Context: an optimization exercise on an open-source flow, tuned for small area and a short achievable clock period. The choices shown serve that exercise and are no tape-out recipe.
Where RTL was checked, it was by simulation tests only, not by an equivalence proof against the original.
No activity file was given, so power comes from the tool's default toggle rates.

v5:
==> flow/design.v (excerpt) <==
module rlwe_rec (
    input  wire         clk,
    input  wire         rst,         
    input  wire         in_valid,
    input  wire         in_mode,     
    input  wire [127:0] in_x,        
    input  wire         in_bit,      
    input  wire [7:0]   in_r,        
    output reg          out_valid,
    output reg  [7:0]   out_r,       
    output reg          out_key      
);
Size in the first run: roughly 150 I/O pins, about 15000 µm² of cells after synthesis.
==> flow/config.mk <==
export PLATFORM = sky130hd
export DESIGN_NAME = rlwe_rec
export DESIGN_NICKNAME = rlwe_rec
export VERILOG_FILES = /design/flow/design.v
export SDC_FILE = /design/flow/constraint.sdc
export NUM_CORES = 4
export LEC_CHECK = 0
export CAP_MARGIN = 20
export CORE_MARGIN = 2
export CORE_UTILIZATION = 65
export CTS_BUF_LIST = sky130_fd_sc_hd__clkbuf_4
export PLACE_DENSITY = 0.75
export SLEW_MARGIN = 20
==> flow/constraint.sdc <==
create_clock -name core_clock -period 15.0 [get_ports {clk}]
set_input_delay 3.0000 -clock core_clock [delete_from_list [all_inputs] [get_ports {clk}]]
set_output_delay 3.0000 -clock core_clock [all_outputs]
set_load 0.01 [all_outputs]
standard.sh (not shown) runs the stock make flow with config.mk's settings and CLKGATE_MAP_FILE= SYNTH_SCRIPT=/design/flow/synth_recipe.tcl, a recipe that flattens the netlist after the stock synthesis.
==> flow/flow/run.sh <==
#!/bin/bash
set -e
export BUFFER_PORTS_ARGS="-buffer_cell sky130_fd_sc_hd__buf_1"
export SETUP_SLACK_MARGIN=10.75
echo "BUFFER_PORTS_ARGS=$BUFFER_PORTS_ARGS" > run.log
echo "SETUP_SLACK_MARGIN=$SETUP_SLACK_MARGIN" >> run.log
bash standard.sh > standard.log 2>&1
echo "standard.sh finished" >> run.log
For v24, these inputs were changed with respect to v5:
-- flow/design.v --
<<< v5, line 88
    reg  [7:0]  s1_h0;                     
    reg  [7:0]  s1_h1;                     
    reg  [21:0] s1_k;                      
    always @(posedge clk) begin
        if (rst)
>>> v24, line 88
    reg  [7:0]  s1_h0;                     
    reg  [7:0]  s1_h1;                     
    always @(posedge clk) begin
        if (rst)
<<< v5, line 97
        s1_bh   <= bh;
        s1_fail <= |s0_ovf | big[0] | big[1] | big[2] | big[3];
        if (hr)
            s1_k <= bh ? 22'd1548146 : 22'd1548162;   
        else
            s1_k <= 22'd1474427;                      
        for (j = 0; j < 4; j = j + 1) begin
            s1_u[j]  <= s0_xl[j] ^ {9{g[j]}};
>>> v24, line 96
        s1_bh   <= bh;
        s1_fail <= |s0_ovf | big[0] | big[1] | big[2] | big[3];
        for (j = 0; j < 4; j = j + 1) begin
            s1_u[j]  <= s0_xl[j] ^ {9{g[j]}};
<<< v5, line 133
    reg         ok;
    always @(*) begin
        K = s1_k;
        cs1 = s1_u[0][0] ^ s1_qo[0][3] ^ gb[0];
        cs2 = (s1_u[0][0] & s1_qo[0][3]) | (s1_u[0][0] & gb[0]) | (s1_qo[0][3] & gb[0]);
>>> v24, line 128
    reg         ok;
    always @(*) begin
        if (~s1_mode)
            K = s1_bh ? 22'd1548146 : 22'd1548162;   
        else
            K = 22'd1474427;                         
        cs1 = s1_u[0][0] ^ s1_qo[0][3] ^ gb[0];
        cs2 = (s1_u[0][0] & s1_qo[0][3]) | (s1_u[0][0] & gb[0]) | (s1_qo[0][3] & gb[0]);
--- outcome ---
Changes observed in v24 relative to v5: compound-cell area share of the yosys netlist went up; proportion of cell area occupied by multi-input gates went up; number of combinational gates with multiple inputs did not really move. Origin of the worst setup path: s1_bh -> v24, s1_g[0] -> v5. Measured against each other, v24 and v5 differ in cell area after layout, the higher figure coming from v24. Synthesized cell count (v24 vs. v5) decreases slightly. Combinational power grows by a little under 10% when moving from v5 to v24.
No functional check of the RTL was part of v5.

--- another note on this design; it stands on its own ---

==> cedar <==
==> flow/design.v (excerpt) <==
module rlwe_rec (
    input  wire         clk,
    input  wire         rst,         
    input  wire         in_valid,
    input  wire         in_mode,     
    input  wire [127:0] in_x,        
    input  wire         in_bit,      
    input  wire [7:0]   in_r,        
    output reg          out_valid,
    output reg  [7:0]   out_r,       
    output reg          out_key      
);
clock: 15.0 ns
lec_check: 0
cap_margin: 20
core_margin: 2
core_utilization: 65
cts_buf_list: sky130_fd_sc_hd__clkbuf_4
place_density: 0.75
slew_margin: 20
tns_end_percent: 10
standard.sh (not shown) runs the stock make flow with config.mk's settings and CLKGATE_MAP_FILE= SYNTH_SCRIPT=/design/flow/synth_recipe.tcl, a recipe that flattens the netlist after the stock synthesis.
==> flow/flow/run.sh <==
#!/bin/bash
set -e
export BUFFER_PORTS_ARGS="-buffer_cell sky130_fd_sc_hd__buf_1"
export SETUP_SLACK_MARGIN=10.75
export CTS_ARGS="-sink_clustering_enable -repair_clock_nets -buf_list sky130_fd_sc_hd__clkbuf_4 -dont_use_dummy_load -sink_clustering_size 8 -sink_clustering_max_diameter 50"
{
  echo "BUFFER_PORTS_ARGS=$BUFFER_PORTS_ARGS"
  echo "SETUP_SLACK_MARGIN=$SETUP_SLACK_MARGIN"
  echo "CTS_ARGS=$CTS_ARGS"
} > run.log
bash standard.sh > standard.log 2>&1
echo "standard.sh finished" >> run.log
==> inputs of zinc, as changes to cedar <==
==> flow/flow/run.sh (replaced) <==
#!/bin/bash
# The standard layout (standard.sh: the standard flow's own synthesis, floorplan, place,
# CTS and route, unchanged), with one difference: the buffer that
# global placement puts on every input and output port is the small
# sky130_fd_sc_hd__buf_1 instead of the cell buffer_ports picks by itself.
# Every port still gets its own buffer.
set -e
export BUFFER_PORTS_ARGS="-buffer_cell sky130_fd_sc_hd__buf_1"
export SETUP_SLACK_MARGIN=10.5
export RECOVER_POWER=100
echo "BUFFER_PORTS_ARGS=$BUFFER_PORTS_ARGS" > run.log
bash standard.sh > standard.log 2>&1
echo "standard.sh finished" >> run.log
- TNS_END_PERCENT: 10 -> not set
==> inputs of yarrow, as changes to cedar <==
==> flow/flow/run.sh (replaced) <==
#!/bin/bash
set -e
export BUFFER_PORTS_ARGS="-buffer_cell sky130_fd_sc_hd__buf_1"
export SETUP_SLACK_MARGIN=10.75
export CTS_ARGS="-sink_clustering_enable -repair_clock_nets -buf_list sky130_fd_sc_hd__clkbuf_8 -dont_use_dummy_load -sink_clustering_size 16 -sink_clustering_max_diameter 60"
echo "BUFFER_PORTS_ARGS=$BUFFER_PORTS_ARGS" > run.log
echo "SETUP_SLACK_MARGIN=$SETUP_SLACK_MARGIN" >> run.log
bash standard.sh > standard.log 2>&1
echo "standard.sh finished" >> run.log
- CTS_BUF_LIST: sky130_fd_sc_hd__clkbuf_4 -> sky130_fd_sc_hd__clkbuf_8
- TNS_END_PERCENT: 10 -> not set
==> impl_metrics.csv <==
group,metric,value,unit
power,sw_frac_of_total,0.432,
outcome,outcome,"complete, no violations",
sta,slew_headroom,0.376,
power,clock_power_share,0.101,
sta,clock-skew-final,85.3,ps
worst_setup_path,ff2ff_setup_slack,10270,ps
finish,final_net_count,2144,
clocking,numCtsBuffers,34,
routing,wl_met1,16.9,mm
sta,period_minus_slack,4730,ps
[end of results for cedar]
==> impl_metrics.csv <==
group,metric,value,unit
sta,timing.final.max_slew_violations,108,
outcome,outcome,"complete, but fails checks",
outcome,violations,"max-capacitance violations, max-slew violations",
job,maxCapViolCount,3,
sta,clock-skew-final,34.5,ps
[end of results for zinc]
==> impl_metrics.csv <==
group,metric,value,unit
outcome,outcome,"complete, no violations",
finish,final_net_count,2145,
power,sw_frac_of_total,0.430,
clocking,numCtsBuffers,20,
sta,slew_headroom,0.331,
[end of results for yarrow]

-- separate check: timing with driven ports --
How much do the figures lean on ideal ports? The routed layouts below were timed once more, with nothing changed but the port constraints.
Step 1, drivers: a clkbuf_16 drives clk and a buf_2 each remaining input, both assumed.
Step 2 also shifts input and output timing later by t, the mid clock arrival at the registers, as if the neighbouring blocks saw the same clock.
a / b / c = no drivers / after step 1 / after step 2; a / b = the first two.
| run | t, ns | setup slack, ns | hold WS [ns] | cell pins on the clock port's net |
|---|---|---|---|---|
| v5 | 0.730 | 10.319 / 10.319 / 9.590 | 0.442 / 0.442 / 0.442 | 1 |
| v24 | 0.742 | 10.371 / 10.371 / 9.702 | 0.444 / 0.444 / 0.444 | 1 |
| cedar | 0.636 | 10.272 / 10.272 / 9.731 | 0.429 / 0.429 / 0.429 | 1 |
| zinc | 0.714 | 9.102 / 9.102 / 8.995 | 0.441 / 0.441 / 0.441 | 1 |
| yarrow | 0.560 | 10.324 / 10.312 / 9.751 | 0.429 / 0.429 / 0.429 | 1 |
For v5, which loses most, drivers alone change the setup slack by 0.000 ns; drivers and shift together by -0.729 ns.
